What follows belongs to an exercise in optimizing a design on an open flow for small area, a short achievable clock period and few clock cycles; a production flow would make more cautious choices.
At most, simulation tests tie the RTL to the original design; equivalence was not proved.
Only the layout flow was run in runs 3 to 6; the RTL was not checked for function there.

==> design/flow/design.v <==
module gbn_tx (
    input  wire         clk,
    input  wire         rst,           
    output wire         src_req,
    input  wire         src_valid,
    input  wire [15:0]  src_n,
    input  wire [63:0]  src_data,
    output wire         tx_valid,
    input  wire         tx_ready,
    output wire [15:0]  tx_len,
    output wire [127:0] tx_data,
    output wire         rx_req,
    input  wire         rx_valid,
    input  wire         rx_count,
    input  wire [15:0]  rx_len,
    input  wire [127:0] rx_data,
    output wire         tmr_req,
    input  wire         tmr_ack,
    output wire [1:0]   tmr_cmd,
    output wire [31:0]  tmr_arg,
    input  wire         tmr_expired,
    input  wire [1:0]   sta_addr,
    output reg  [31:0]  sta_data,
    output reg          trace_valid,
    output reg  [3:0]   trace_op,
    output wire         done,
    output wire         flt
);
    localparam integer W          = 8;
    localparam integer M          = 8;
    localparam [31:0]  TIMEOUT_MS = 32'd1000;
    localparam [3:0] OP_INIT = 4'h0, OP_LOOP = 4'h1, OP_SENTINEL = 4'h2,
                     OP_FILL_SKIP = 4'h3, OP_FILL_SEND = 4'h4, OP_FILL_EOF = 4'h5,
                     OP_RX_NONE = 4'h6, OP_RX_DISCARD = 4'h7, OP_ACK_STALE = 4'h8,
                     OP_ACK_AHEAD = 4'h9, OP_ACK_PARTIAL = 4'hA, OP_ACK_DRAIN = 4'hB,
                     OP_TMO_NONE = 4'hC, OP_TMO_SPURIOUS = 4'hD, OP_TMO_RETX = 4'hE;
    localparam [1:0] FC_SEQ_EXHAUSTED = 2'd1, FC_SRC_OVERRUN = 2'd2;
    localparam [3:0] S_SETDUR = 4'd0,  S_STOPI  = 4'd1,  S_SRC    = 4'd2,  S_TXN    = 4'd3,
                     S_FSTART = 4'd4,  S_RX     = 4'd5,  S_ACKC   = 4'd6,  S_TMO    = 4'd7,
                     S_RETX   = 4'd8,  S_RSTART = 4'd9,  S_SENT   = 4'd10, S_END    = 4'd11;
    localparam [1:0] TL_NONE = 2'd0, TL_LOOP = 2'd1, TL_LOOPSKIP = 2'd2, TL_SKIP = 2'd3;
    function [31:0] csa;            
        input [15:0] x, y, z;
        reg   [15:0] c;
        begin
            c   = (x & y) | (x & z) | (y & z);
            csa = {c[14:0], c[15], x ^ y ^ z};
        end
    endfunction
    function [15:0] eac_add;
        input [15:0] a, b;
        reg   [16:0] s;
        begin
            s       = {1'b0, a} + {1'b0, b};
            eac_add = s[15:0] + {15'd0, s[16]};
        end
    endfunction
    function [63:0] pwords;
        input [63:0] pay;
        input [3:0]  len;
        integer i;
        begin
            for (i = 0; i < M; i = i + 2) begin
                pwords[16*(i/2) + 8 +: 8] = (i     < len) ? pay[8*i     +: 8] : 8'd0;
                pwords[16*(i/2)     +: 8] = (i + 1 < len) ? pay[8*i + 8 +: 8] : 8'd0;
            end
        end
    endfunction
    reg [3:0]   st;
    reg         go_r;          
    reg [15:0]  base;
    reg [15:0]  nxt;
    reg         all_sent;
    reg         all_acked;
    reg         tmr_on;
    reg [1:0]   fault_code;
    reg         done_r, flt_r;
    reg         drain_r;       
    reg [15:0]  txs;
    reg [63:0]  txp;
    reg [3:0]   txl;
    reg [15:0]  txck;
    reg [63:0]  slot_pay [0:W-1];
    reg [3:0]   slot_len [0:W-1];
    localparam integer QA = 3;
    localparam integer QD = 1 << QA;
    reg [5:0]   tq_mem [0:QD-1];
    reg [QA-1:0] tq_wp, tq_rp;
    reg [QA:0]  tq_cnt;
    reg [1:0]   tq_tail;
    assign src_req  = (st == S_SRC) && go_r;
    assign rx_req   = (st == S_RX)  && go_r;
    assign tx_valid = (st == S_TXN) || (st == S_RETX) || ((st == S_SENT) && go_r);
    assign tmr_req  = (st == S_SETDUR) || (st == S_FSTART) || (st == S_ACKC) ||
                      (((st == S_STOPI) || (st == S_TMO) || (st == S_RSTART)) && go_r);
    assign tmr_cmd  = (st == S_SETDUR) ? 2'd3 :
                      (st == S_STOPI)  ? 2'd2 :
                      (st == S_TMO)    ? 2'd0 :
                      (st == S_ACKC && drain_r) ? 2'd2 : 2'd1;
    assign tmr_arg  = (st == S_SETDUR) ? TIMEOUT_MS : 32'd0;
    assign tx_data  = {txp, 4'd0, txl, 8'd0, txck[7:0], txck[15:8], 16'd0, txs[7:0], txs[15:8]};
    assign tx_len   = {11'd0, txl[3], ~txl[3], txl[2:0]};
    assign done = done_r;
    assign flt  = flt_r;
    wire [1:0] top_state = !all_sent ? 2'd0 : (all_acked ? 2'd2 : 2'd1);
    always @(*) begin
        case (sta_addr)
            2'd0: sta_data = {M[15:0], W[15:0]};
            2'd1: sta_data = {nxt, base};
            2'd2: sta_data = {18'd0, flt_r ? OP_FILL_SEND : OP_SENTINEL, top_state, fault_code,
                              tmr_on, all_acked, all_sent, flt_r ? 3'd6 : 3'd5};
            default: sta_data = TIMEOUT_MS;
        endcase
    end
    wire [3:0] infl      = nxt[3:0] - base[3:0];    
    wire       win_empty = (infl == 4'd0);
    wire       room      = !infl[3];
    wire       room1     = (infl < 4'd7);            
    wire       fin       = all_sent && all_acked;
    wire       fill_ok   = !all_sent && room;
    wire [15:0] rx_seq  = {rx_data[7:0],   rx_data[15:8]};
    wire [15:0] rx_ack  = {rx_data[23:16], rx_data[31:24]};
    wire [15:0] rx_ck   = {rx_data[39:32], rx_data[47:40]};
    wire [15:0] rx_plen = {rx_data[55:48], rx_data[63:56]};
    wire rx_wellformed = (rx_len >= 16'd8) && (rx_plen <= M) &&
                         ({1'b0, rx_len} >= {1'b0, rx_plen} + 17'd8) && (rx_len <= 16'd16);
    wire [63:0] rx_pw = pwords(rx_data[127:64], rx_plen[3:0]);
    wire [31:0] r1 = csa(rx_seq, rx_ack, {12'd0, rx_plen[3:0]});
    wire [31:0] r2 = csa(rx_pw[15:0], rx_pw[31:16], rx_pw[47:32]);
    wire [31:0] r3 = csa(r1[15:0], r1[31:16], r2[15:0]);
    wire [31:0] r4 = csa(r3[15:0], r3[31:16], r2[31:16]);
    wire [31:0] r5 = csa(r4[15:0], r4[31:16], rx_pw[63:48]);
    wire [15:0] ra = r5[15:0], rb = r5[31:16], rk = ~rx_ck;
    wire [15:0] rg = (ra & rb) | ((ra | rb) & ~rk);
    wire        rx_sum_ok = ((ra ^ rb ^ rk) == {rg[14:0], rg[15]}) &&
                            !((rk == 16'd0) && ((ra | rb) != 16'd0));
    wire        rx_accepted = rx_wellformed && rx_sum_ok;
    wire ack_stale = (rx_ack < base);
    wire ack_ahead = (rx_ack >= nxt);
    wire [15:0] nxt_m1 = nxt - 16'd1;
    wire ack_drain = (rx_ack == nxt_m1);
    wire [15:0] txs_p1  = txs + 16'd1;
    wire [2:0]  rd_idx  = (st == S_TMO) ? base[2:0] : txs_p1[2:0];
    wire [15:0] rd_seq  = (st == S_TMO) ? base : txs_p1;
    wire        from_src = (st == S_SRC);
    wire [63:0] f_pay   = from_src ? src_data    : slot_pay[rd_idx];
    wire [3:0]  f_len   = from_src ? src_n[3:0]  : slot_len[rd_idx];
    wire [15:0] f_seq   = from_src ? nxt         : rd_seq;
    wire [63:0] f_pw = pwords(f_pay, f_len);
    wire [31:0] t1 = csa(f_seq, {12'd0, f_len}, f_pw[15:0]);
    wire [31:0] t2 = csa(f_pw[31:16], f_pw[47:32], f_pw[63:48]);
    wire [31:0] t3 = csa(t1[15:0], t1[31:16], t2[15:0]);
    wire [31:0] t4 = csa(t3[15:0], t3[31:16], t2[31:16]);
    wire [15:0] f_ck = ~eac_add(t4[15:0], t4[31:16]);
    reg        push;
    reg [5:0]  push_e;
    wire       pop      = (tq_tail == TL_NONE) && (tq_cnt != 0);
    wire [QA:0] cnt_next = tq_cnt + push - pop;
    wire [1:0] tail_next = (tq_tail != TL_NONE) ? ((tq_tail == TL_LOOPSKIP) ? TL_SKIP : TL_NONE) :
                           pop ? tq_mem[tq_rp][1:0] : TL_NONE;
    always @(*) begin
        push   = 1'b0;
        push_e = 6'd0;
        case (st)
            S_STOPI: if (go_r && tmr_ack) begin
                push = 1'b1; push_e = {OP_INIT, TL_LOOP};
            end
            S_SRC: if (go_r && src_valid) begin
                push = 1'b1;
                if (src_n == 16'd0)
                    push_e = {OP_FILL_EOF, TL_NONE};
                else if (src_n > M || nxt == 16'hFFFF)
                    push_e = {OP_FILL_SEND, TL_NONE};
                else
                    push_e = {OP_FILL_SEND, room1 ? TL_NONE : TL_SKIP};
            end
            S_RX: if (go_r && rx_valid) begin
                push = 1'b1;
                if (!rx_count)         push_e = {OP_RX_NONE, TL_NONE};
                else if (!rx_accepted) push_e = {OP_RX_DISCARD, TL_NONE};
                else if (ack_stale)    push_e = {OP_ACK_STALE, TL_NONE};
                else if (ack_ahead)    push_e = {OP_ACK_AHEAD, TL_NONE};
                else                   push_e = {ack_drain ? OP_ACK_DRAIN : OP_ACK_PARTIAL, TL_NONE};
            end
            S_TMO: if (go_r && tmr_ack) begin
                push = 1'b1;
                if (!tmr_expired || win_empty)
                    push_e = {tmr_expired ? OP_TMO_SPURIOUS : OP_TMO_NONE,
                              fin ? TL_NONE : fill_ok ? TL_LOOP : TL_LOOPSKIP};
                else
                    push_e = {OP_TMO_RETX, TL_NONE};
            end
            S_RSTART: if (go_r && tmr_ack) begin
                push = 1'b1; push_e = {OP_LOOP, fill_ok ? TL_NONE : TL_SKIP};
            end
            S_SENT: if (go_r && tx_ready) begin
                push = 1'b1; push_e = {OP_SENTINEL, TL_NONE};
            end
            default: ;
        endcase
    end
    always @(posedge clk) begin
        if (push) tq_mem[tq_wp] <= push_e;
    end
    always @(posedge clk) begin
        if (rst) begin
            tq_wp       <= 0;
            tq_rp       <= 0;
            tq_cnt      <= 0;
            tq_tail     <= TL_NONE;
            trace_valid <= 1'b0;
            trace_op    <= OP_INIT;
            go_r        <= 1'b0;
        end else begin
            if (push) tq_wp <= tq_wp + 1'b1;
            if (pop)  tq_rp <= tq_rp + 1'b1;
            tq_cnt  <= cnt_next;
            tq_tail <= tail_next;
            go_r    <= (cnt_next < QD);
            if (tq_tail != TL_NONE) begin
                trace_valid <= 1'b1;
                trace_op    <= (tq_tail == TL_SKIP) ? OP_FILL_SKIP : OP_LOOP;
            end else if (pop) begin
                trace_valid <= 1'b1;
                trace_op    <= tq_mem[tq_rp][5:2];
            end else begin
                trace_valid <= 1'b0;
            end
        end
    end
    always @(posedge clk) begin
        if (st == S_SRC && go_r && src_valid) begin
            slot_pay[nxt[2:0]] <= src_data;
            slot_len[nxt[2:0]] <= src_n[3:0];
        end
    end
    always @(posedge clk) begin
        if ((st == S_SRC) || (st == S_TMO) || (st == S_RETX && tx_ready)) begin
            txp  <= f_pay;
            txl  <= f_len;
            txck <= f_ck;
            txs  <= f_seq;
            if (st == S_TMO && fin) begin
                txl  <= 4'd0;
                txck <= ~nxt;
                txs  <= nxt;
            end
        end
    end
    always @(posedge clk) begin
        if (rst) begin
            st          <= S_SETDUR;
            base        <= 16'd1;
            nxt         <= 16'd1;
            all_sent    <= 1'b0;
            all_acked   <= 1'b0;
            tmr_on      <= 1'b0;
            fault_code  <= 2'd0;
            done_r      <= 1'b0;
            flt_r       <= 1'b0;
            drain_r     <= 1'b0;
        end else begin
            case (st)
                S_SETDUR: if (tmr_ack) st <= S_STOPI;
                S_STOPI: if (go_r && tmr_ack) begin
                    tmr_on <= 1'b0;
                    st     <= S_SRC;
                end
                S_SRC: if (go_r && src_valid) begin
                    if (src_n == 16'd0) begin
                        all_sent <= 1'b1;
                        if (win_empty) all_acked <= 1'b1;
                        st <= S_RX;
                    end else if (src_n > M || nxt == 16'hFFFF) begin
                        fault_code <= (src_n > M) ? FC_SRC_OVERRUN : FC_SEQ_EXHAUSTED;
                        st <= S_END;
                    end else begin
                        st <= S_TXN;
                    end
                end
                S_TXN: if (tx_ready) begin
                    if (win_empty) begin
                        st <= S_FSTART;
                    end else begin
                        nxt <= nxt + 16'd1;
                        st  <= room1 ? S_SRC : S_RX;
                    end
                end
                S_FSTART: if (tmr_ack) begin
                    tmr_on <= 1'b1;
                    nxt    <= nxt + 16'd1;
                    st     <= S_SRC;
                end
                S_RX: if (go_r && rx_valid) begin
                    if (!rx_count) begin
                        st <= S_TMO;
                    end else if (rx_accepted && !ack_stale && !ack_ahead) begin
                        base    <= rx_ack + 16'd1;
                        drain_r <= ack_drain;
                        st      <= S_ACKC;
                    end
                end
                S_ACKC: if (tmr_ack) begin
                    if (drain_r) begin
                        tmr_on <= 1'b0;
                        if (all_sent) all_acked <= 1'b1;
                    end else begin
                        tmr_on <= 1'b1;
                    end
                    st <= S_RX;
                end
                S_TMO: if (go_r && tmr_ack) begin
                    if (!tmr_expired || win_empty)
                        st <= fin ? S_SENT : fill_ok ? S_SRC : S_RX;
                    else
                        st <= S_RETX;
                end
                S_RETX: if (tx_ready) begin
                    if (txs_p1 == nxt) st <= S_RSTART;
                end
                S_RSTART: if (go_r && tmr_ack) begin
                    tmr_on <= 1'b1;
                    st     <= fill_ok ? S_SRC : S_RX;
                end
                S_SENT: if (go_r && tx_ready) st <= S_END;
                default: begin    
                    if (cnt_next == 0 && tail_next == TL_NONE) begin
                        if (fault_code != 2'd0) flt_r  <= 1'b1;
                        else                    done_r <= 1'b1;
                    end
                end
            endcase
        end
    end
endmodule
==> design/flow/run.sh <==
#!/bin/bash
# synth_recipe.tcl (not shown) runs the flow's synth.tcl, then flattens the netlist and writes it again
# the make line also repeats each setting of config.mk as NAME=value (left out here)
make -C /OpenROAD-flow-scripts/flow DESIGN_CONFIG=/design/flow/config.mk WORK_HOME=/design/flow/orfs CLKGATE_MAP_FILE= SYNTH_SCRIPT=/design/flow/synth_recipe.tcl finish
==> design/flow/config.mk <==
export PLATFORM = sky130hd
export DESIGN_NAME = gbn_tx
export DESIGN_NICKNAME = gbn_tx
export VERILOG_FILES = /design/flow/design.v
export SDC_FILE = /design/flow/constraint.sdc
export NUM_CORES = 4
export LEC_CHECK = 0
export CAP_MARGIN = 20
export CORE_MARGIN = 2
export CORE_UTILIZATION = 40
export SETUP_SLACK_MARGIN = 5
export SLEW_MARGIN = 20
==> design/flow/constraint.sdc <==
create_clock -name core_clock -period 13.0 [get_ports {clk}]
set_input_delay 2.6000 -clock core_clock [delete_from_list [all_inputs] [get_ports {clk}]]
set_output_delay 2.6000 -clock core_clock [all_outputs]
set_load 0.01 [all_outputs]
==> results.toml, run 1 <==
[outcome]
status = "no timing/DRC/antenna violations"

[yosys]
synth_seq_cells = 757
ys_warn_count = 1
synth_edf_count = 692
async_flop_share_pct = 0
yosysTopAreaCellShare_pct = 53.6
yosysSeqAreaShare_pct = 57.0
yosys.area_share.adder_pct = 11.1
syn_avg_cell_area_um2 = 13.8
synth_top_family_by_area = "adder cells"
synthMuxAreaShare_pct = 9.43
synth_area_um2 = 38700
yosysMostFrequentCell = "edfxtp_1"
synth_cells = 2804
ys_types = 82
synth_compound_area_share_pct = 6.19
synth_area_leaders = "edfxtp_1, mux4_2, fa_1"
yosys.area_share.simple_pct = 8.84
yosysTopAreaCell = "edfxtp_1"
synth_flop_cell = "edfxtp_1"
synth-xor-area-share_pct = 2.96
synth_common_cells = "edfxtp_1, nand2_1, nor2_1"

[clocking]
cts.sinks = 757
cts_max_path_buffers = 3
numCtsBuffers = 80
cts-hold-fix-buffers = 0
path_clk_slew_ps = 60
clk_latency_ps = 650
htreeDepth = 3
tritoncts = "done"
cts_root_buf = "clkbuf_16"

[sta]
max_slew_margin_pct = 31.7
clock.fmax_mhz = 128
slew_viol_final = 0
rsz0062_at_grt = "no"
clock_skew_ps = 32.5
whs_ps = 478
tns_ps = 0
period_share_pct = 60.1
period_needed_ps = 7820
setup_ws_ps = 5180
worstMarginPinSlew_ps = 1020
setup_viol = 0
hold_viol = 0

[setup_path]
crit_fanout = 10
cp.arrival_ps = 8170
reg2reg_to = "txck[8]$_DFFE_PP_"
timing_worst_setup_path_type = "primary input to register"
worstReg2RegStart = "st[0]$_SDFFE_PP0P_"
endpoint_kind = "register"
ff2ff_setup_slack_ps = 5280
critPathRequiredTime_ps = 13360
ff2ff_path_depth = 29
cp-start-kind = "primary input"

[finish]
instances_no_fill = 4575
stdcell_area_um2 = 47400
final_core_util_pct = 49.2
syn2layout_area_growth_pct = 22.3
drive_above_1_share_pct = 14.3
num-fill-cells = 8280
final_nets = 3734

[placement]
hpwl_mm = 82.1
dpl.cell_count = 4394
dp_slack_ps = 3370
place_area_um2 = 44000
gp_congestion = 0.906
port_buffers = 389

[hold_path]
worstHoldStart = "trace_op[0]$_SDFFE_PP0P_"
hold-path-endpoint = "trace_op[0]$_SDFFE_PP0P_"
hold_path_depth = 2
hp-class = "register to register"

[global_routing]
track_usage_pct = 24.1
overflow = 0
grt_pass1_wl_mm = 175
grt_pass1_vias = 25401
grt_max_degree = 69
antenna_found_initial = 15

[routing]
num_vias = 25277
postRouteAntennaNets = 0
drc_errors = 0
routedWlPerCell_um = 26.5
vias_per_cell = 5.53
first_iter_violations = 1998
routed_wirelength_mm = 121
drtPass1Iterations = 8

[run]
cap_violations = 0

[die]
start_util_pct = 40.2
core_um2 = 96300
dieArea_um2 = 99400
chipWidth_um = 315
pin_count = 455
rows = 114
die_y_um = 315
==> critical path, stage by stage <==
cell	delay, ps
clkbuf_4	180
nor2_4	50
nor2_4	240
or2_4	240
nor2_4	50
nor3_2	200
fa_1	460
inv_1	90
fa_1	450
fa_1	550
inv_1	50
ha_2	200
fa_2	340
a211o_1	260
a211o_1	340
a221oi_2	310
o21bai_1	110
a21oi_2	180
o21bai_1	80
a21o_1	200
ha_2	210
nand3_4	80
nor3_1	70
and3_1	230
and2_4	170
xor2_1	130
a21oi_1	80
==> worst max path at each step <==
stage,cells past startpoint,to,from,slack [ps]
final,27,txck[8]$_DFFE_PP_,src_n[2],5180
after global routing,27,txck[8]$_DFFE_PP_,src_n[2],4920
after CTS,25,txck[8]$_DFFE_PP_,src_n[0],4970
after detailed placement,30,txck[8]$_DFFE_PP_,st[2]$_SDFFE_PP0P_,3370
after global placement,30,txck[8]$_DFFE_PP_,st[2]$_SDFFE_PP0P_,3530
after floorplan,2,slot_len[4][0]$_DFFE_PP_,src_valid,4940
==> placed cells by master, fill, tap and decap left out, types with 11 or more instances in the layout <==
cell	n
edfxtp_1	692
inv_1	186
nand3_1	46
o22ai_1	38
conb_1	65
clkbuf_16	83
dfxtp_1	63
nor2_2	11
a21oi_1	91
a22oi_1	30
o211ai_1	11
nor4_1	25
mux2i_1	12
nand4_1	35
nand2b_1	11
a211oi_1	28
ha_1	118
fa_1	136
a21o_1	30
buf_4	69
nor2_1	210
nand2_1	226
xnor2_1	85
o21ai_0	49
clkinv_1	12
clkbuf_1	14
xor2_1	46
clkinv_2	11
nor3_2	12
mux2_2	16
clkdlybuf4s50_1	373
and2_1	42
and3_1	14
mux4_2	148
nor3_1	40
==> metal layers <==
metal	vias up	global-route usage, %	share of wire [%]
met5	-	0	0.12
met4	22	5.95	2.4
met3	177	4.09	6.9
met2	972	39.7	48
met1	12995	33.3	42
li1	11111	-	-
==> area by class of cell <==
class / count / area, um^2 / share of cell area [%]
clock buffer: 100 / 2160 / 4.56
multi-input combinational: 1730 / 15600 / 32.9
tap: 1276 / 1600 / 3.37
sequential: 757 / 22100 / 46.6
timing repair buffer: 475 / 4760 / 10.0
inverter: 196 / 741 / 1.56
antenna: 1 / 2.50 / 0.00528
clock inverter: 40 / 468 / 0.987
==> cell families (layout without fill, tap and decap cells) <==
kind of cell,after synthesis,in the layout
and+or+nand+nor,735,736
AOI/OAI and AO/OA,360,360
buffers and inverters,382,811
DFF,757,757
adders and majority gates,260,260
other,1,66
muxes,178,178
xor gates and xnor gates,131,131
==> state kept, by name (all words and copies together), names as in the netlist, 2 cells and up, named ones only <==
register and cells:
tq_mem 48, txs 16, tq_cnt 4, tq_wp 3, fault_code 2, trace_op 4, nxt 16, base 16
txl 4, txck 16, slot_len 32, slot_pay 512, tq_rp 3, tq_tail 2, txp 64, st 4
==> timing repair <==
item / in CTS / in global routing
hold endpoints to repair: 0 / 0
gates resized for setup: 46 / 72
setup endpoints to repair: 68 / 49
cloned: 5 / 1
pin swaps: 12 / 20
buffers inserted: 22 / 12
Testbench counts, summed over its fixed seeds: cycles 47,037.
==> run 2: changes to the inputs <==
--- a/design/flow/config.mk
+++ b/design/flow/config.mk
@@ -8,5 +8,4 @@
 export CAP_MARGIN = 20
 export CORE_MARGIN = 2
 export CORE_UTILIZATION = 40
-export SETUP_SLACK_MARGIN = 5
 export SLEW_MARGIN = 20
==> run 2 against run 1 <==
Against the previous run: flip-flop and latch count stayed put; clock skew rose by 3.1 ps; synthesized cell count did not move; setup slack got worse by 2400 ps; first-iteration DRC count rose by 6.3%; maximum frequency decreased by 23%; still clean.
==> results.toml, run 2 <==
[placement]
port_buffers = 389
hpwl_mm = 83.5
gp_congestion = 0.927
place_area_um2 = 43900
dpl.cell_count = 4395

[run]
cap_violations = 0

[sta]
slew_viol_final = 0
rsz0062_at_grt = "no"
clock.fmax_mhz = 98.2
hold_viol = 0
period_share_pct = 78.3
period_needed_ps = 10180
tns_ps = 0
setup_viol = 0
max_slew_margin_pct = 27.3
clock_skew_ps = 35.5
worstMarginPinSlew_ps = 1080
whs_ps = 470

[setup_path]
ff2ff_path_depth = 30
ff2ff_setup_slack_ps = 2820
path_common_cell = "fa_1"
timing_worst_setup_path_type = "register to register"
crit_path_end = "txck[8]$_DFFE_PP_"
slowest_stage = "dfxtp_1"
worstReg2RegStart = "st[2]$_SDFFE_PP0P_"
cp-start-kind = "register"
reg2reg_to = "txck[8]$_DFFE_PP_"
worstSetupStartpoint = "st[2]$_SDFFE_PP0P_"
max_stage_delay_ps = 940
cp_top_family = "simple AND/OR/NAND/NOR gates"
crit_fanout = 34
cp.depth = 30
cp.arrival_ps = 10540
cp_num_buf_inv = 3
endpoint_kind = "register"
critPathRequiredTime_ps = 13360

[routing]
drtPass1Iterations = 5
routed_wirelength_mm = 118
postRouteAntennaNets = 0
num_vias = 25156
drc_errors = 0
routedWlPerCell_um = 26.1
first_iter_violations = 2124
vias_per_cell = 5.54

[finish]
stdcell_area_um2 = 46500
final_nets = 3695
syn2layout_area_growth_pct = 20.1
drive_above_1_share_pct = 11.5
num-fill-cells = 8408
instances_no_fill = 4539
final_cell_mix = "edfxtp_1, clkdlybuf4s50_1, nand2_1"
largest_reg_flops = 512
final_common_cell = "edfxtp_1"

[clocking]
path_clk_slew_ps = 70
clk_latency_ps = 650
cts_max_path_buffers = 3
cts.sinks = 757
cts-hold-fix-buffers = 0
ctsResizeCount = 0
tritoncts = "done"
cts_setup_buffers = 0
numCtsBuffers = 80
cts_root_buf = "clkbuf_16"
htreeDepth = 3

[yosys]
yosys.area_share.simple_pct = 8.84
synth_compound_area_share_pct = 6.19
ys_types = 82
synth_top_family_by_area = "adder cells"
yosys.area_share.adder_pct = 11.1
async_flop_share_pct = 0
ys_warn_count = 1
yosysTopAreaCellShare_pct = 53.6
yosysTopAreaCell = "edfxtp_1"
synth_common_cells = "edfxtp_1, nand2_1, nor2_1"
synth_cells = 2804
synth_edf_count = 692
synth-xor-area-share_pct = 2.96
synth_area_um2 = 38700
syn_avg_cell_area_um2 = 13.8
yosysSeqAreaShare_pct = 57.0
synth_area_leaders = "edfxtp_1, mux4_2, fa_1"
synth_seq_cells = 757
yosysMostFrequentCell = "edfxtp_1"
synth_flop_cell = "edfxtp_1"
synthMuxAreaShare_pct = 9.43

[global_routing]
overflow = 0
track_usage_pct = 23.7
antenna_found_initial = 10
grt_pass1_wl_mm = 172
grt_max_degree = 90
grt_pass1_vias = 25534

[die]
pin_count = 455
start_util_pct = 40.2
core_um2 = 96300
chipWidth_um = 315
dieArea_um2 = 99400
die_y_um = 315
rows = 114

[hold_path]
hold_path_depth = 2
hp-class = "register to register"

[outcome]
status = "no timing/DRC/antenna violations"
-- run 2: cell counts after synthesis --
No cell type changed its count.
-- run 2: final cells by class --
| class | instances | area [um^2] | area share [%] |
|---|---|---|---|
| Inverter | 196 | 736 | 1.58 |
| Antenna cell | 3 | 7.51 | 0.0161 |
| Clock buffer | 94 | 2100 | 4.50 |
| Clock inverter | 47 | 478 | 1.03 |
| Multi-Input combinational cell | 1729 | 15300 | 32.8 |
| Tap cell | 1276 | 1600 | 3.43 |
| Timing Repair Buffer | 437 | 4260 | 9.16 |
| Sequential cell | 757 | 22100 | 47.5 |
-- run 2: through the flow --
step | util, % | setup slack [ps]
6_report | 48.3 | 2820
4_1_cts | 48.3 | 2860
3_3_place_gp | 45.6 | 2960
2_1_floorplan | - | 3080
3_5_place_dp | 45.6 | 2850
5_1_grt | 48.3 | 2150
-- run 2: kinds of logic (layout without fill, tap and decap cells) --
group / after synthesis / count (layout)
AOI/OAI and AO/OA: 360 / 360
xor gates and xnor gates: 131 / 131
other: 1 / 68
DFF: 757 / 757
muxes: 178 / 178
adders and majority gates: 260 / 260
and+or+nand+nor: 735 / 735
buffers and inverters: 382 / 774
-- run 2: worst min-delay path by stage --
stage | to | start | slack, ps
floorplan | tmr_on$_SDFFE_PP0P_ | tmr_on$_SDFFE_PP0P_ | 430
global placement | trace_op[0]$_SDFFE_PP0P_ | trace_op[0]$_SDFFE_PP0P_ | 460
detailed placement | trace_op[0]$_SDFFE_PP0P_ | trace_op[0]$_SDFFE_PP0P_ | 470
CTS | trace_op[0]$_SDFFE_PP0P_ | trace_op[0]$_SDFFE_PP0P_ | 480
global route | trace_op[0]$_SDFFE_PP0P_ | trace_op[0]$_SDFFE_PP0P_ | 510
finish | trace_op[0]$_SDFFE_PP0P_ | trace_op[0]$_SDFFE_PP0P_ | 470
-- run 2: worst reg2reg max path, delay by kind of cell, from the launching register on --
family | cells | cell delay, ps
and+or+nand+nor | 10 | 3420
AOI/OAI and AO/OA | 9 | 1840
buffers and inverters | 3 | 630
xor gates and xnor gates | 1 | 170
adders and majority gates | 6 | 2350
DFF | 1 | 940
muxes | 1 | 550
-- run 2: per-layer routing --
layer	routed length, um	vias to the layer above	GRT usage [%]
li1	-	11038	-
met1	49800	12907	32.7
met2	57700	1038	39.4
met3	7830	161	3.26
met4	2960	12	6.41
met5	79	-	0
==> run 3: changes to the inputs <==
--- a/design/flow/design.v
+++ b/design/flow/design.v
@@ -77,9 +77,6 @@
     reg         done_r, flt_r;
     reg         drain_r;       
     reg [15:0]  txs;
-    reg [63:0]  txp;
-    reg [3:0]   txl;
-    reg [15:0]  txck;
     reg [63:0]  slot_pay [0:W-1];
     reg [3:0]   slot_len [0:W-1];
     localparam integer QA = 3;
@@ -98,6 +95,14 @@
                       (st == S_TMO)    ? 2'd0 :
                       (st == S_ACKC && drain_r) ? 2'd2 : 2'd1;
     assign tmr_arg  = (st == S_SETDUR) ? TIMEOUT_MS : 32'd0;
+    wire [63:0] txp  = slot_pay[txs[2:0]];
+    wire [3:0]  txl  = (st == S_SENT) ? 4'd0 : slot_len[txs[2:0]];
+    wire [63:0] t_pw = pwords(txp, txl);
+    wire [31:0] t1 = csa(txs, {12'd0, txl}, t_pw[15:0]);
+    wire [31:0] t2 = csa(t_pw[31:16], t_pw[47:32], t_pw[63:48]);
+    wire [31:0] t3 = csa(t1[15:0], t1[31:16], t2[15:0]);
+    wire [31:0] t4 = csa(t3[15:0], t3[31:16], t2[31:16]);
+    wire [15:0] txck = ~eac_add(t4[15:0], t4[31:16]);
     assign tx_data  = {txp, 4'd0, txl, 8'd0, txck[7:0], txck[15:8], 16'd0, txs[7:0], txs[15:8]};
     assign tx_len   = {11'd0, txl[3], ~txl[3], txl[2:0]};
     assign done = done_r;
@@ -139,19 +144,7 @@
     wire ack_ahead = (rx_ack >= nxt);
     wire [15:0] nxt_m1 = nxt - 16'd1;
     wire ack_drain = (rx_ack == nxt_m1);
-    wire [15:0] txs_p1  = txs + 16'd1;
-    wire [2:0]  rd_idx  = (st == S_TMO) ? base[2:0] : txs_p1[2:0];
-    wire [15:0] rd_seq  = (st == S_TMO) ? base : txs_p1;
-    wire        from_src = (st == S_SRC);
-    wire [63:0] f_pay   = from_src ? src_data    : slot_pay[rd_idx];
-    wire [3:0]  f_len   = from_src ? src_n[3:0]  : slot_len[rd_idx];
-    wire [15:0] f_seq   = from_src ? nxt         : rd_seq;
-    wire [63:0] f_pw = pwords(f_pay, f_len);
-    wire [31:0] t1 = csa(f_seq, {12'd0, f_len}, f_pw[15:0]);
-    wire [31:0] t2 = csa(f_pw[31:16], f_pw[47:32], f_pw[63:48]);
-    wire [31:0] t3 = csa(t1[15:0], t1[31:16], t2[15:0]);
-    wire [31:0] t4 = csa(t3[15:0], t3[31:16], t2[31:16]);
-    wire [15:0] f_ck = ~eac_add(t4[15:0], t4[31:16]);
+    wire [15:0] txs_p1 = txs + 16'd1;
     reg        push;
     reg [5:0]  push_e;
     wire       pop      = (tq_tail == TL_NONE) && (tq_cnt != 0);
@@ -235,17 +228,12 @@
         end
     end
     always @(posedge clk) begin
-        if ((st == S_SRC) || (st == S_TMO) || (st == S_RETX && tx_ready)) begin
-            txp  <= f_pay;
-            txl  <= f_len;
-            txck <= f_ck;
-            txs  <= f_seq;
-            if (st == S_TMO && fin) begin
-                txl  <= 4'd0;
-                txck <= ~nxt;
-                txs  <= nxt;
-            end
-        end
+        if (st == S_SRC)
+            txs <= nxt;
+        else if (st == S_TMO)
+            txs <= fin ? nxt : base;
+        else if (st == S_RETX && tx_ready)
+            txs <= txs_p1;
     end
     always @(posedge clk) begin
         if (rst) begin
==> run 3 against run 2 <==
Against the previous run: still clean; setup slack worse by 1400 ps; maximum frequency down 12%; global-route usage down 1.3 points; final cell count down 7.0%; area after synthesis down 7.0%; clock skew up 0.56 ps; via count down 9.0%; sequential share of layout area down 2.2 points; utilization up 0.11 points; critical endpoint is now tx_data[39]; largest cell class unchanged; highest routed layer unchanged.
==> results.toml, run 3 <==
[outcome]
status = "no timing/DRC/antenna violations"

[sta]
rsz0062_at_grt = "no"
period_needed_ps = 11540
slew_viol_final = 0
worstMarginPinSlew_ps = 1030
clock_skew_ps = 36.1
hold_viol = 0
period_share_pct = 88.8
setup_viol = 0
max_slew_margin_pct = 30.9
whs_ps = 495
tns_ps = 0
clock.fmax_mhz = 86.7

[yosys]
async_flop_share_pct = 0
yosysSeqAreaShare_pct = 54.4
synth_area_um2 = 36100
synth_flop_cell = "edfxtp_1"
synth_area_leaders = "edfxtp_1, mux4_2, fa_1"
synth_common_cells = "edfxtp_1, inv_1, nand2_1"
yosysTopAreaCell = "edfxtp_1"
synth_cells = 2596
syn_avg_cell_area_um2 = 13.9
synth_seq_cells = 676
yosysMostFrequentCell = "edfxtp_1"
ys_types = 77
synth_edf_count = 608
yosysTopAreaCellShare_pct = 50.6
ys_warn_count = 1

[clocking]
clk_latency_ps = 640
cts-hold-fix-buffers = 0
cts_setup_buffers = 0
cts.sinks = 676
numCtsBuffers = 74
cts_root_buf = "clkbuf_16"
path_clk_slew_ps = 60
cts_max_path_buffers = 3
tritoncts = "done"
ctsResizeCount = 0
htreeDepth = 3

[finish]
syn2layout_area_growth_pct = 20.4
stdcell_area_um2 = 43400
final_common_cell = "edfxtp_1"
final_nets = 3476
largest_reg_flops = 512
drive_above_1_share_pct = 12.7
final_cell_mix = "edfxtp_1, clkdlybuf4s50_1, inv_1"

[setup_path]
slowest_stage = "dfxtp_4"
cp-start-kind = "register"
crit_fanout = 35
cp.arrival_ps = 8940
ff2ff_setup_slack_ps = 8710
timing_worst_setup_path_type = "register to output pin"
max_stage_delay_ps = 810
cp_top_family = "simple AND/OR/NAND/NOR gates"
endpoint_kind = "output pin"
path_common_cell = "inv_1"
cp_num_buf_inv = 7
critPathRequiredTime_ps = 10400

[global_routing]
grt_max_degree = 63
grt_pass1_vias = 23595
antenna_found_initial = 8
grtUsageMet2_pct = 36.5
overflow = 0
use_met1_pct = 30.1
busiest_layer = "met2"
use_met3_pct = 5.20
track_usage_pct = 22.4
grt_pass1_wl_mm = 154

[placement]
place_area_um2 = 41000
hpwl_mm = 74.8
gp_congestion = 0.914
port_buffers = 389

[die]
core_um2 = 89600
dieArea_um2 = 92500
chipWidth_um = 304
start_util_pct = 40.2
die_y_um = 304
pin_count = 455
rows = 110

[routing]
num_vias = 22889
drc_errors = 0
drtPass1Iterations = 7
routedWlPerCell_um = 24.6
routed_wirelength_mm = 104
first_iter_violations = 2083
postRouteAntennaNets = 0
vias_per_cell = 5.42

[run]
cap_violations = 0

[hold_path]
hp-class = "register to register"
-- run 3: logic make-up (layout without fill, tap and decap cells) --
| logic type | Yosys count | count (layout) | synth area share, % |
|---|---|---|---|
| simple gates | 633 | 633 | 8.75 |
| other cells | 1 | 68 | 0.0104 |
| flops | 676 | 676 | 54.4 |
| buf+inv | 376 | 757 | 4.72 |
| mux | 228 | 228 | 11.7 |
| compound gates | 296 | 296 | 5.37 |
| fa+ha+maj | 260 | 260 | 11.9 |
| xor+xnor | 126 | 126 | 3.14 |
-- run 3: area by class of cell --
cell class	count	area [um^2]
Antenna cell	3	7.51
Clock buffer	96	1990
Clock inverter	39	358
Fill cell	7779	46200
Inverter	198	743
Multi-Input combinational cell	1608	15000
Sequential cell	676	19600
Tap cell	1176	1470
Timing Repair Buffer	424	4160
-- run 3: final timing paths --
path	cells after the start	end	startpoint
max	32	tx_data[39]	register
min	2	tq_rp[1]$_SDFFE_PP0P_	tq_rp[1]$_SDFFE_PP0P_
max reg2reg	15	flt_r$_SDFFE_PP0P_	st[0]$_SDFFE_PP0P_
min reg2reg	2	tq_rp[1]$_SDFFE_PP0P_	tq_rp[1]$_SDFFE_PP0P_
-- run 3: worst register-to-register path, cell delays in order (launching register included) --
cell      delay [ps]
dfxtp_1          750
nand2b_1         240
nor3_1            90
nand3_1          480
o311ai_0         300
nor2_1           380
ha_1             300
inv_1             60
ha_1             170
inv_1             60
fa_1             500
nand2_1           60
nor4b_1          320
and4_1           270
o21ai_0           90
a21oi_1          130
-- run 3: routing by layer --
layer	part of all wire, %	wire [um]
met5	0.034	35
met4	2.7	2810
met3	7.7	7960
met2	48	49300
met1	42	43700
-- run 3: stage by stage --
step | std cells | setup WS, ps | utilization, %
after floorplan | 2660 | 3860 | -
after global placement | 4081 | 2230 | 45.8
after detailed placement | 4081 | 2150 | 45.8
after CTS | 4216 | 1440 | 48.4
after global routing | 4217 | 590 | 48.4
final | 4220 | 1460 | 48.4
==> run 4: changes to the inputs <==
--- a/design/flow/design.v
+++ b/design/flow/design.v
@@ -47,22 +47,50 @@
             csa = {c[14:0], c[15], x ^ y ^ z};
         end
     endfunction
-    function [15:0] eac_add;
+    function [15:0] eac_add;        
         input [15:0] a, b;
-        reg   [16:0] s;
+        reg   [15:0] p, g, gp, pp, gn, pn, c;
+        integer i, k, j;
         begin
-            s       = {1'b0, a} + {1'b0, b};
-            eac_add = s[15:0] + {15'd0, s[16]};
+            p  = a ^ b;
+            g  = a & b;
+            gp = g;
+            pp = p;
+            for (k = 0; k < 4; k = k + 1) begin
+                gn = gp;
+                pn = pp;
+                for (i = 0; i < 16; i = i + 1) begin
+                    if ((i >> k) & 1) begin
+                        j = ((i >> k) << k) - 1;
+                        gn[i] = gp[i] | (pp[i] & gp[j]);
+                        pn[i] = pp[i] & pp[j];
+                    end
+                end
+                gp = gn;
+                pp = pn;
+            end
+            c[0] = gp[15];
+            for (i = 1; i < 16; i = i + 1)
+                c[i] = gp[i-1] | (pp[i-1] & gp[15]);
+            eac_add = p ^ c;
         end
     endfunction
-    function [63:0] pwords;
+    function [63:0] pmask;
         input [63:0] pay;
         input [3:0]  len;
         integer i;
         begin
+            for (i = 0; i < M; i = i + 1)
+                pmask[8*i +: 8] = (i < len) ? pay[8*i +: 8] : 8'd0;
+        end
+    endfunction
+    function [63:0] pwords;
+        input [63:0] pay;
+        integer i;
+        begin
             for (i = 0; i < M; i = i + 2) begin
-                pwords[16*(i/2) + 8 +: 8] = (i     < len) ? pay[8*i     +: 8] : 8'd0;
-                pwords[16*(i/2)     +: 8] = (i + 1 < len) ? pay[8*i + 8 +: 8] : 8'd0;
+                pwords[16*(i/2) + 8 +: 8] = pay[8*i     +: 8];
+                pwords[16*(i/2)     +: 8] = pay[8*i + 8 +: 8];
             end
         end
     endfunction
@@ -97,7 +125,7 @@
     assign tmr_arg  = (st == S_SETDUR) ? TIMEOUT_MS : 32'd0;
     wire [63:0] txp  = slot_pay[txs[2:0]];
     wire [3:0]  txl  = (st == S_SENT) ? 4'd0 : slot_len[txs[2:0]];
-    wire [63:0] t_pw = pwords(txp, txl);
+    wire [63:0] t_pw = (st == S_SENT) ? 64'd0 : pwords(txp);
     wire [31:0] t1 = csa(txs, {12'd0, txl}, t_pw[15:0]);
     wire [31:0] t2 = csa(t_pw[31:16], t_pw[47:32], t_pw[63:48]);
     wire [31:0] t3 = csa(t1[15:0], t1[31:16], t2[15:0]);
@@ -129,7 +157,7 @@
     wire [15:0] rx_plen = {rx_data[55:48], rx_data[63:56]};
     wire rx_wellformed = (rx_len >= 16'd8) && (rx_plen <= M) &&
                          ({1'b0, rx_len} >= {1'b0, rx_plen} + 17'd8) && (rx_len <= 16'd16);
-    wire [63:0] rx_pw = pwords(rx_data[127:64], rx_plen[3:0]);
+    wire [63:0] rx_pw = pwords(pmask(rx_data[127:64], rx_plen[3:0]));
     wire [31:0] r1 = csa(rx_seq, rx_ack, {12'd0, rx_plen[3:0]});
     wire [31:0] r2 = csa(rx_pw[15:0], rx_pw[31:16], rx_pw[47:32]);
     wire [31:0] r3 = csa(r1[15:0], r1[31:16], r2[15:0]);
@@ -223,7 +251,7 @@
     end
     always @(posedge clk) begin
         if (st == S_SRC && go_r && src_valid) begin
-            slot_pay[nxt[2:0]] <= src_data;
+            slot_pay[nxt[2:0]] <= pmask(src_data, src_n[3:0]);
             slot_len[nxt[2:0]] <= src_n[3:0];
         end
     end
--- a/design/flow/config.mk
+++ b/design/flow/config.mk
@@ -8,4 +8,6 @@
 export CAP_MARGIN = 20
 export CORE_MARGIN = 2
 export CORE_UTILIZATION = 40
+export CTS_BUF_LIST = sky130_fd_sc_hd__clkbuf_4 sky130_fd_sc_hd__clkbuf_8
+export SETUP_SLACK_MARGIN = 5
 export SLEW_MARGIN = 20
==> run 4 against run 3 <==
Against the previous run: still clean on timing, DRC and antenna; via count is 4.3% higher; cell area increased by 4.4%; count of clock-buffer cells in the layout increased by 56; utilization is 2.1 points higher; sequential share of layout area is 1.9 points lower; non-clock buffer count increased by 87; global-route usage is 1.4 points higher; largest cell class unchanged.
==> results.toml, run 4 <==
[outcome]
status = "no timing/DRC/antenna violations"

[global_routing]
antenna_found_initial = 7
grt_pass1_vias = 25115
track_usage_pct = 23.8
overflow = 0
grt_pass1_wl_mm = 164
grt_max_degree = 68

[yosys]
synth_seq_cells = 676
yosysMostFrequentCell = "edfxtp_1"
synth_flop_cell = "edfxtp_1"
synth_common_cells = "edfxtp_1, inv_1, nand2_1"
ys_warn_count = 1
synth_cells = 2597
yosysTopAreaCell = "edfxtp_1"
syn_avg_cell_area_um2 = 13.9
synth_area_um2 = 36100
synth_edf_count = 608
async_flop_share_pct = 0
yosysTopAreaCellShare_pct = 50.5
yosysSeqAreaShare_pct = 54.3
ys_types = 85
synth_area_leaders = "edfxtp_1, mux4_2, fa_1"

[routing]
drc_errors = 0
first_iter_violations = 2250
num_vias = 23881
routed_wirelength_mm = 111
vias_per_cell = 5.46
routedWlPerCell_um = 25.4
postRouteAntennaNets = 0
drtPass1Iterations = 5

[setup_path]
endpoint_kind = "output pin"
crit_path_end = "tx_data[39]"
crit_fanout = 6
worstReg2RegStart = "nxt[1]$_SDFFE_PP0P_"
slowest_stage = "fa_1"
cp.arrival_ps = 6360
ff2ff_path_depth = 10
max_stage_delay_ps = 540
critPathRequiredTime_ps = 10400
crit_chain = "buf_12, buf_12, buf_12, buf_16, mux4_2, mux2_4, and2_4, fa_1, fa_1, inv_1, fa_1, inv_1, ha_2, a21o_1, a21oi_2, o211ai_1, a21o_4, a21bo_4, buf_4, a211oi_4, nor2_2, xnor2_2, buf_2"
reg2reg_to = "tq_mem[6][2]$_DFFE_PP_"
ff2ff_setup_slack_ps = 8640
timing_worst_setup_path_type = "register to output pin"
cp-start-kind = "register"

[finish]
instances_no_fill = 4372
final_common_cell = "edfxtp_1"
num-fill-cells = 7647
stdcell_area_um2 = 45300
syn2layout_area_growth_pct = 25.4
final_cell_mix = "edfxtp_1, clkdlybuf4s50_1, inv_1"
drive_above_1_share_pct = 20.6
largest_reg_flops = 512
final_nets = 3598

[die]
pin_count = 455
start_util_pct = 40.3
chipWidth_um = 305
rows = 110
dieArea_um2 = 92800
core_um2 = 89700
die_y_um = 305

[sta]
clock_skew_ps = 53.9
hold_viol = 0
slew_viol_final = 0
tns_ps = 0
worstMarginPinSlew_ps = 1080
period_needed_ps = 8960
period_share_pct = 68.9
max_slew_margin_pct = 27.5
clock.fmax_mhz = 112
setup_viol = 0
rsz0062_at_grt = "yes"

[clocking]
cts_root_buf = "clkbuf_8"
tritoncts = "done"
path_clk_slew_ps = 60
cts_max_path_buffers = 3
cts.sinks = 676
cts-hold-fix-buffers = 0
numCtsBuffers = 112
clk_latency_ps = 760
htreeDepth = 3

[run]
cap_violations = 0

[placement]
dpl.cell_count = 4083
port_buffers = 389
place_area_um2 = 41200
gp_congestion = 0.931
hpwl_mm = 73.1

[hold_path]
hp-class = "register to register"
## run 4: cell types whose count changed in the layout (fill, tap and decap cells not counted), sizes merged, moves of 11 or more
| cell | delta |
|---|---|
| a211oi | -19 |
| mux2i | +13 |
| clkdlybuf4s50 | -19 |
| and2 | +49 |
| a21oi | -18 |
| clkbuf | +57 |
| nor2 | -11 |
| nor2b | +37 |
| buf | +101 |
| a21boi | -18 |
## run 4: cells by family after synthesis
| family | count (synthesis) | synth area share (%) |
|---|---|---|
| AOI/OAI and AO/OA | 237 | 4.36 |
| adders and majority gates | 258 | 11.8 |
| DFF | 676 | 54.3 |
| buffers and inverters | 387 | 4.83 |
| muxes | 244 | 12.1 |
| other | 1 | 0.0104 |
| and+or+nand+nor | 668 | 9.50 |
| xor gates and xnor gates | 126 | 3.05 |
## run 4: how the worst min path moves through the flow
stage,startpoint,slack [ps],to,cells past startpoint
final,tmr_on$_SDFFE_PP0P_,470,tmr_on$_SDFFE_PP0P_,2
after global routing,tmr_on$_SDFFE_PP0P_,500,tmr_on$_SDFFE_PP0P_,2
after CTS,tmr_on$_SDFFE_PP0P_,470,tmr_on$_SDFFE_PP0P_,2
after detailed placement,tmr_on$_SDFFE_PP0P_,460,tmr_on$_SDFFE_PP0P_,2
after global placement,tmr_on$_SDFFE_PP0P_,450,tmr_on$_SDFFE_PP0P_,2
after floorplan,tmr_on$_SDFFE_PP0P_,430,tmr_on$_SDFFE_PP0P_,2
## run 4: final cells by class
class                      instances  area, um^2  area share [%]
inverter                         206         776            1.71
multi-input combinational       1599       15800            34.9
timing repair buffer             511        5330            11.8
clock buffer                     152        1870            4.13
sequential                       676       19600            43.3
clock inverter                    50         400           0.884
tap                             1176        1470            3.25
antenna                            2        5.00          0.0110
## run 4: critical path, delay by kind of cell (launching register included)
kind / cells / cell delay [ps]
buffers and inverters: 8 / 990
multiplexers: 2 / 820
flip-flops: 1 / 350
AND/OR/NAND/NOR: 2 / 270
AO/OA/AOI/OAI: 6 / 1250
adder cells (fa/ha/maj): 4 / 1730
XOR/XNOR: 1 / 230
## run 4: timing repair
action                     in CTS  in global routing
pin swaps                      58                 37
buffers inserted               46                 25
gates cloned                   13                  0
setup endpoints to repair      68                 68
resized for setup             190                 56
## run 4: metal layers
metal,track usage (%),wire [um]
met4,6.12,2780
met3,5.36,8320
met5,0,58
met2,40.2,54400
met1,31.1,45600
## run 4: stage by stage
stage	hold WS (ps)	setup WS (ps)	util (%)
final	471	4040	50.5
after global routing	499	3900	50.5
after CTS	474	4030	50.0
after detailed placement	465	3170	45.9
after global placement	454	3110	45.9
after floorplan	434	4990	-
==> run 5: changes to the inputs <==
--- a/design/flow/design.v
+++ b/design/flow/design.v
@@ -105,6 +105,9 @@
     reg         done_r, flt_r;
     reg         drain_r;       
     reg [15:0]  txs;
+    reg [63:0]  txp;
+    reg [3:0]   txl;
+    reg [15:0]  txck;
     reg [63:0]  slot_pay [0:W-1];
     reg [3:0]   slot_len [0:W-1];
     localparam integer QA = 3;
@@ -123,14 +126,6 @@
                       (st == S_TMO)    ? 2'd0 :
                       (st == S_ACKC && drain_r) ? 2'd2 : 2'd1;
     assign tmr_arg  = (st == S_SETDUR) ? TIMEOUT_MS : 32'd0;
-    wire [63:0] txp  = slot_pay[txs[2:0]];
-    wire [3:0]  txl  = (st == S_SENT) ? 4'd0 : slot_len[txs[2:0]];
-    wire [63:0] t_pw = (st == S_SENT) ? 64'd0 : pwords(txp);
-    wire [31:0] t1 = csa(txs, {12'd0, txl}, t_pw[15:0]);
-    wire [31:0] t2 = csa(t_pw[31:16], t_pw[47:32], t_pw[63:48]);
-    wire [31:0] t3 = csa(t1[15:0], t1[31:16], t2[15:0]);
-    wire [31:0] t4 = csa(t3[15:0], t3[31:16], t2[31:16]);
-    wire [15:0] txck = ~eac_add(t4[15:0], t4[31:16]);
     assign tx_data  = {txp, 4'd0, txl, 8'd0, txck[7:0], txck[15:8], 16'd0, txs[7:0], txs[15:8]};
     assign tx_len   = {11'd0, txl[3], ~txl[3], txl[2:0]};
     assign done = done_r;
@@ -172,7 +167,20 @@
     wire ack_ahead = (rx_ack >= nxt);
     wire [15:0] nxt_m1 = nxt - 16'd1;
     wire ack_drain = (rx_ack == nxt_m1);
-    wire [15:0] txs_p1 = txs + 16'd1;
+    wire [15:0] txs_p1  = txs + 16'd1;
+    wire [2:0]  rd_idx  = (st == S_TMO) ? base[2:0] : txs_p1[2:0];
+    wire [15:0] rd_seq  = (st == S_TMO) ? base : txs_p1;
+    wire        from_src = (st == S_SRC);
+    wire [63:0] src_pay = pmask(src_data, src_n[3:0]);
+    wire [63:0] f_pay   = from_src ? src_pay     : slot_pay[rd_idx];
+    wire [3:0]  f_len   = from_src ? src_n[3:0]  : slot_len[rd_idx];
+    wire [15:0] f_seq   = from_src ? nxt         : rd_seq;
+    wire [63:0] f_pw = pwords(f_pay);
+    wire [31:0] t1 = csa(f_seq, {12'd0, f_len}, f_pw[15:0]);
+    wire [31:0] t2 = csa(f_pw[31:16], f_pw[47:32], f_pw[63:48]);
+    wire [31:0] t3 = csa(t1[15:0], t1[31:16], t2[15:0]);
+    wire [31:0] t4 = csa(t3[15:0], t3[31:16], t2[31:16]);
+    wire [15:0] f_ck = ~eac_add(t4[15:0], t4[31:16]);
     reg        push;
     reg [5:0]  push_e;
     wire       pop      = (tq_tail == TL_NONE) && (tq_cnt != 0);
@@ -251,17 +259,22 @@
     end
     always @(posedge clk) begin
         if (st == S_SRC && go_r && src_valid) begin
-            slot_pay[nxt[2:0]] <= pmask(src_data, src_n[3:0]);
+            slot_pay[nxt[2:0]] <= src_pay;
             slot_len[nxt[2:0]] <= src_n[3:0];
         end
     end
     always @(posedge clk) begin
-        if (st == S_SRC)
-            txs <= nxt;
-        else if (st == S_TMO)
-            txs <= fin ? nxt : base;
-        else if (st == S_RETX && tx_ready)
-            txs <= txs_p1;
+        if ((st == S_SRC) || (st == S_TMO) || (st == S_RETX && tx_ready)) begin
+            txp  <= f_pay;
+            txl  <= f_len;
+            txck <= f_ck;
+            txs  <= f_seq;
+            if (st == S_TMO && fin) begin
+                txl  <= 4'd0;
+                txck <= ~nxt;
+                txs  <= nxt;
+            end
+        end
     end
     always @(posedge clk) begin
         if (rst) begin
--- a/design/flow/config.mk
+++ b/design/flow/config.mk
@@ -8,6 +8,5 @@
 export CAP_MARGIN = 20
 export CORE_MARGIN = 2
 export CORE_UTILIZATION = 40
-export CTS_BUF_LIST = sky130_fd_sc_hd__clkbuf_4 sky130_fd_sc_hd__clkbuf_8
 export SETUP_SLACK_MARGIN = 5
 export SLEW_MARGIN = 20
==> run 5 against run 4 <==
Against the previous run: count of clock-buffer cells in the layout decreased by 42; first-iteration DRC count increased by 7.6%; via count increased by 18%; synthesized cell count increased by 36%; largest cell class unchanged.
==> results.toml, run 5 <==
[die]
die_y_um = 318
chipWidth_um = 318
rows = 115
start_util_pct = 40.3
dieArea_um2 = 101000
core_um2 = 98100
pin_count = 455

[sta]
setup_viol = 0
clock.fmax_mhz = 127
period_share_pct = 60.4
period_needed_ps = 7860
clock_skew_ps = 42.9
rsz0062_at_grt = "yes"
hold_viol = 0
max_slew_margin_pct = 27.0
tns_ps = 0
worstMarginPinSlew_ps = 1090
setup_ws_ps = 5140
slew_viol_final = 0

[outcome]
status = "no timing/DRC/antenna violations"

[yosys]
ys_types = 81
yosysMostFrequentCell = "nand2_1"
synth_top_family_by_area = "simple AND/OR/NAND/NOR gates"
synthMuxAreaShare_pct = 1.35
yosys.area_share.adder_pct = 10.8
syn_avg_cell_area_um2 = 11.2
ys_warn_count = 1
synth_flop_cell = "edfxtp_1"
async_flop_share_pct = 0
synth_seq_cells = 757
synth_edf_count = 692
yosys.area_share.simple_pct = 16.2
synth_common_cells = "nand2_1, edfxtp_1, inv_1"
synth_area_leaders = "edfxtp_1, nand2_1, fa_1"
synth-xor-area-share_pct = 2.62
synth_area_um2 = 39500
synth_compound_area_share_pct = 8.07
yosysSeqAreaShare_pct = 55.9
synth_cells = 3526
yosysTopAreaCellShare_pct = 52.6
yosysTopAreaCell = "edfxtp_1"

[finish]
drive_above_1_share_pct = 7.00
final_nets = 4365
largest_reg_flops = 512
num-fill-cells = 8833
ff_latch_area_um2 = 22100
final_cell_mix = "nand2_1, edfxtp_1, clkdlybuf4s50_1"
final_common_cell = "nand2_1"
multi_input_area_um2 = 16000
syn2layout_area_growth_pct = 20.6

[setup_path]
timing_worst_setup_path_type = "primary input to register"
ff2ff_path_depth = 26
cp-start-kind = "primary input"
crit_fanout = 23
reg2reg_to = "txck[12]$_DFFE_PP_"
slowest_stage = "fa_1"
ff2ff_setup_slack_ps = 5410
path_common_cell = "fa_1"
worstReg2RegStart = "st[0]$_SDFFE_PP0P_"
max_stage_delay_ps = 520
endpoint_kind = "register"
crit_chain = "clkdlybuf4s50_1, buf_8, or3_4, and2_1, nand2_1, o21ai_1, fa_1, fa_1, inv_1, fa_1, inv_1, ha_1, a21o_1, a31o_1, and2_0, o311a_1, o21ai_2, a21o_1, o21bai_1, xor2_1, mux2i_1"
critPathRequiredTime_ps = 13370
cp.arrival_ps = 8230

[placement]
gp_congestion = 0.961
hpwl_mm = 79.7
dp_slack_ps = 2800
port_buffers = 389

[routing]
drc_errors = 0
routed_wirelength_mm = 123
routedWlPerCell_um = 23.6
vias_per_cell = 5.41
first_iter_violations = 2421
drtPass1Iterations = 6
postRouteAntennaNets = 0
num_vias = 28281

[clocking]
cts.sinks = 757
path_clk_slew_ps = 60
cts_max_path_buffers = 3
htreeDepth = 3
numCtsBuffers = 84
tritoncts = "done"
cts-hold-fix-buffers = 0
clk_latency_ps = 660
cts_root_buf = "clkbuf_16"

[global_routing]
grt_pass1_wl_mm = 180
track_usage_pct = 23.8
antenna_found_initial = 4
grt_pass1_vias = 27267
overflow = 0
grt_max_degree = 138

[hold_path]
hold_path_depth = 2
hp-class = "register to register"
worstHoldStart = "tq_rp[1]$_SDFFE_PP0P_"
hold-path-endpoint = "tq_rp[1]$_SDFFE_PP0P_"

[run]
cap_violations = 0
## run 5: critical path, delay by kind of cell
kind	cells	cell delay [ps]
fa+ha+maj	4	1720
xor+xnor	1	270
buf+inv	4	750
compound gates	7	1680
simple gates	4	1070
mux	1	120
## run 5: layout make-up
type,instances,area share [%]
clock buffers,110,4.71
diodes,1,0.00525
multi-input cells,2374,33.6
well taps,1287,3.38
inverters,206,1.64
repair buffers,450,9.56
flip-flops and latches,757,46.3
clock inverters,44,0.764
## run 5: layer usage
layer,vias up,GRT usage [%],routed length [um]
met4,2,6.14,2930
met3,164,4.39,9790
met1,13926,32.1,51400
met2,1166,39.6,59100
li1,13023,-,-
met5,-,0,13
## run 5: what timing repair did
action,in CTS,in global routing
setup buffers,10,10
resized for setup,55,34
gates cloned,4,1
endpoints found under the setup margin,68,52
pin swaps,3,5
## run 5: cell families (layout without fill, tap and decap cells)
kind of cell | Yosys count | after routing
simple gates | 1422 | 1422
flops | 757 | 757
compound gates | 476 | 477
buf+inv | 460 | 810
fa+ha+maj | 258 | 258
xor+xnor | 115 | 115
mux | 37 | 37
other cells | 1 | 66
## run 5: worst max path at each step
| stage | startpoint | to | slack (ps) | cells past startpoint |
|---|---|---|---|---|
| 2_1_floorplan | rx_data[58] | drain_r$_SDFFE_PP0P_ | 5110 | 16 |
| 3_3_place_gp | rx_data[59] | drain_r$_SDFFE_PP0P_ | 2950 | 18 |
| 3_5_place_dp | rx_data[59] | drain_r$_SDFFE_PP0P_ | 2800 | 18 |
| 4_1_cts | src_n[3] | txck[10]$_DFFE_PP_ | 5000 | 21 |
| 5_1_grt | src_n[3] | txck[1]$_DFFE_PP_ | 4980 | 21 |
| 6_report | src_n[3] | txck[12]$_DFFE_PP_ | 5140 | 21 |
## run 5: per-stage QoR
stage	utilization, %	instances	hold WS, ps	area (um^2)
floorplan	-	3590	454	39800
global placement	45.3	5049	466	44500
detailed placement	45.3	5049	475	44500
CTS	48.4	5217	486	47500
global route	48.6	5228	516	47600
finish	48.6	5229	485	47700
==> run 6: changes to the inputs <==
--- a/design/flow/config.mk
+++ b/design/flow/config.mk
@@ -8,5 +8,6 @@
 export CAP_MARGIN = 20
 export CORE_MARGIN = 2
 export CORE_UTILIZATION = 40
+export CTS_BUF_LIST = sky130_fd_sc_hd__clkbuf_4 sky130_fd_sc_hd__clkbuf_8
 export SETUP_SLACK_MARGIN = 5
 export SLEW_MARGIN = 20
==> run 6 against run 5 <==
Against the previous run: highest routed layer unchanged; clock skew fell by 12 ps; register-to-register slack worse by 20 ps; flip-flop and latch count did not move; global-route usage increased by 0.28 points; non-clock buffer count decreased by 6; wire length up 0.76%.
==> results.toml, run 6 <==
[outcome]
status = "no timing/DRC/antenna violations"

[finish]
drive_above_1_share_pct = 8.82
final_cell_mix = "nand2_1, edfxtp_1, clkdlybuf4s50_1"
syn2layout_area_growth_pct = 20.2
final_common_cell = "nand2_1"
num-fill-cells = 8868
final_nets = 4409
largest_reg_flops = 512
ff_latch_area_um2 = 22100
multi_input_area_um2 = 16000

[setup_path]
cp-start-kind = "primary input"
path_common_cell = "fa_1"
max_stage_delay_ps = 600
timing_worst_setup_path_type = "primary input to register"
crit_fanout = 14
endpoint_kind = "register"
crit_chain = "clkdlybuf4s15_2, inv_4, nand2_4, a21o_4, nand2_1, fa_1, fa_1, fa_1, fa_1, fa_1, xnor2_1, or4_1, a2111oi_2, nor4b_4, buf_4, nand4_1, buf_12, or4_1, a21oi_1"
cp.arrival_ps = 8510
critPathRequiredTime_ps = 13720
slowest_stage = "fa_1"

[die]
core_um2 = 98100
chipWidth_um = 318
rows = 115
start_util_pct = 40.3
pin_count = 455
die_y_um = 318
dieArea_um2 = 101000

[hold_path]
hp-class = "register to register"

[routing]
routedWlPerCell_um = 23.4
routed_wirelength_mm = 124
first_iter_violations = 2445
vias_per_cell = 5.35
wl_met2_mm = 58.6
drtPass1Iterations = 6
wl_met3_mm = 9.90
num_vias = 28403
met1Wirelength_mm = 52.2
postRouteAntennaNets = 0
top_layer = "met5"
drc_errors = 0

[yosys]
synth_edf_count = 692
synth_flop_cell = "edfxtp_1"
async_flop_share_pct = 0
yosysTopAreaCellShare_pct = 52.6
yosysMostFrequentCell = "nand2_1"
synth_seq_cells = 757
synth_area_um2 = 39500
synth_common_cells = "nand2_1, edfxtp_1, inv_1"
synth_cells = 3526
ys_warn_count = 1
yosysSeqAreaShare_pct = 55.9
ys_types = 81
synth_area_leaders = "edfxtp_1, nand2_1, fa_1"
yosysTopAreaCell = "edfxtp_1"
syn_avg_cell_area_um2 = 11.2

[sta]
clock_skew_ps = 30.6
period_share_pct = 59.9
slew_viol_final = 0
rsz0062_at_grt = "yes"
setup_viol = 0
max_slew_margin_pct = 26.8
period_needed_ps = 7790
worstMarginPinSlew_ps = 1100
clock.fmax_mhz = 128
hold_viol = 0
tns_ps = 0

[global_routing]
grt_max_degree = 138
overflow = 0
antenna_found_initial = 3
track_usage_pct = 24.1
grt_pass1_vias = 27572
grt_pass1_wl_mm = 181

[clocking]
numCtsBuffers = 133
htreeDepth = 4
cts.sinks = 757
cts_max_path_buffers = 3
cts-hold-fix-buffers = 0
cts_root_buf = "clkbuf_8"
tritoncts = "done"
path_clk_slew_ps = 60
clk_latency_ps = 820

[placement]
hpwl_mm = 79.7
gp_congestion = 0.961
port_buffers = 389

[run]
cap_violations = 0
-- run 6: cell types whose count changed in the layout (fill, tap and decap cells not counted), sizes merged, moves of 2 or more --
cell,before,now
inv,207,212
clkbuf,112,176
buf,58,52
bufinv,3,0
clkinv,38,49
diode,1,3
-- run 6: routing by layer --
layer  up-vias  GRT usage, %
met4         2          8.35
met1     13919          32.0
met5         -             0
met2      1168          38.9
li1      13137             -
met3       177          5.56
-- run 6: logic make-up after synthesis --
group	synth area share, %
and+or+nand+nor	16.2
muxes	1.35
buffers and inverters	5.08
DFF	55.9
xor gates and xnor gates	2.62
AOI/OAI and AO/OA	8.07
adders and majority gates	10.8
other	0.00949
-- run 6: area by class of cell --
cell class / count / share of cell area [%]
timing repair buffer: 444 / 9.55
multi-input combinational: 2375 / 33.6
sequential: 757 / 46.5
tap: 1287 / 3.39
clock buffer: 175 / 4.57
clock inverter: 58 / 0.696
antenna: 3 / 0.0158
inverter: 206 / 1.64
-- run 6: stage by stage --
| step | area [um^2] | std cells | setup WS (ps) | hold slack (ps) | utilization, % |
|---|---|---|---|---|---|
| 6_report | 47500 | 5305 | 5210 | 484 | 48.4 |
| 5_1_grt | 47500 | 5303 | 5010 | 516 | 48.4 |
| 4_1_cts | 47200 | 5288 | 4960 | 485 | 48.1 |
| 3_5_place_dp | 44500 | 5049 | 2800 | 475 | 45.3 |
| 3_3_place_gp | 44500 | 5049 | 2950 | 466 | 45.3 |
| 2_1_floorplan | 39800 | 3590 | 5110 | 454 | - |
-- run 6: worst max-delay path, delay by kind of cell --
family	cells	cell delay, ps
AOI/OAI and AO/OA	3	780
xor gates and xnor gates	1	140
adders and majority gates	5	2450
buffers and inverters	4	990
and+or+nand+nor	6	1540
-- run 6: repair_timing --
action	in CTS	in global routing
endpoints found under the setup margin	68	60
buffers inserted	2	11
gates resized for setup	40	29
cloned	4	2
pin swaps	0	6
-- run 6: worst paths after layout --
check	startpoint	to	slack, ps	cells after the start
max	rx_data[59]	drain_r$_SDFFE_PP0P_	5210	19
min	trace_op[0]$_SDFFE_PP0P_	trace_op[0]$_SDFFE_PP0P_	480	2
max reg2reg	st[0]$_SDFFE_PP0P_	txck[10]$_DFFE_PP_	5390	26
min reg2reg	trace_op[0]$_SDFFE_PP0P_	trace_op[0]$_SDFFE_PP0P_	480	2

==> port drivers added, routing unchanged <==
The flow's constraints put no driver on any port. The routed layouts listed below were extracted and timed again, unchanged, in two steps.
Step 1 sets driving cells, clkbuf_16 on the clock port and buf_2 on the other inputs (assumed; they add their load-dependent delay and slew).
Step 2 moves the port delays by t, midway between the first and last clock arrival at a register: inputs arrive t later, outputs are due t later. That takes back most of the time a late clock gives input paths.
a / b / c = ideal / step 1 / step 2; a / b = the first two.
run	t, ns	setup WS [ns]	worst setup path after step 2	clock arrival spread, ns	cell pins on the clock port's net
run 1	0.704	5.184 / 5.123 / 4.419	input to register	0.033 / 0.033	1
run 2	0.697	2.819 / 2.819 / 2.696	input to register	0.038 / 0.038	1
run 3	0.694	1.461 / 1.395 / 2.088	register to output	0.054 / 0.053	1
run 4	0.793	4.038 / 3.974 / 4.346	input to register	0.063 / 0.064	1
run 5	0.712	5.142 / 5.193 / 4.480	input to register	0.044 / 0.043	1
run 6	0.860	5.208 / 5.249 / 4.389	input to register	0.041 / 0.042	1
After both steps setup and hold are still met in every run listed. For run 6, which loses most, drivers alone change the setup slack by +0.041 ns; drivers and shift together by -0.819 ns.
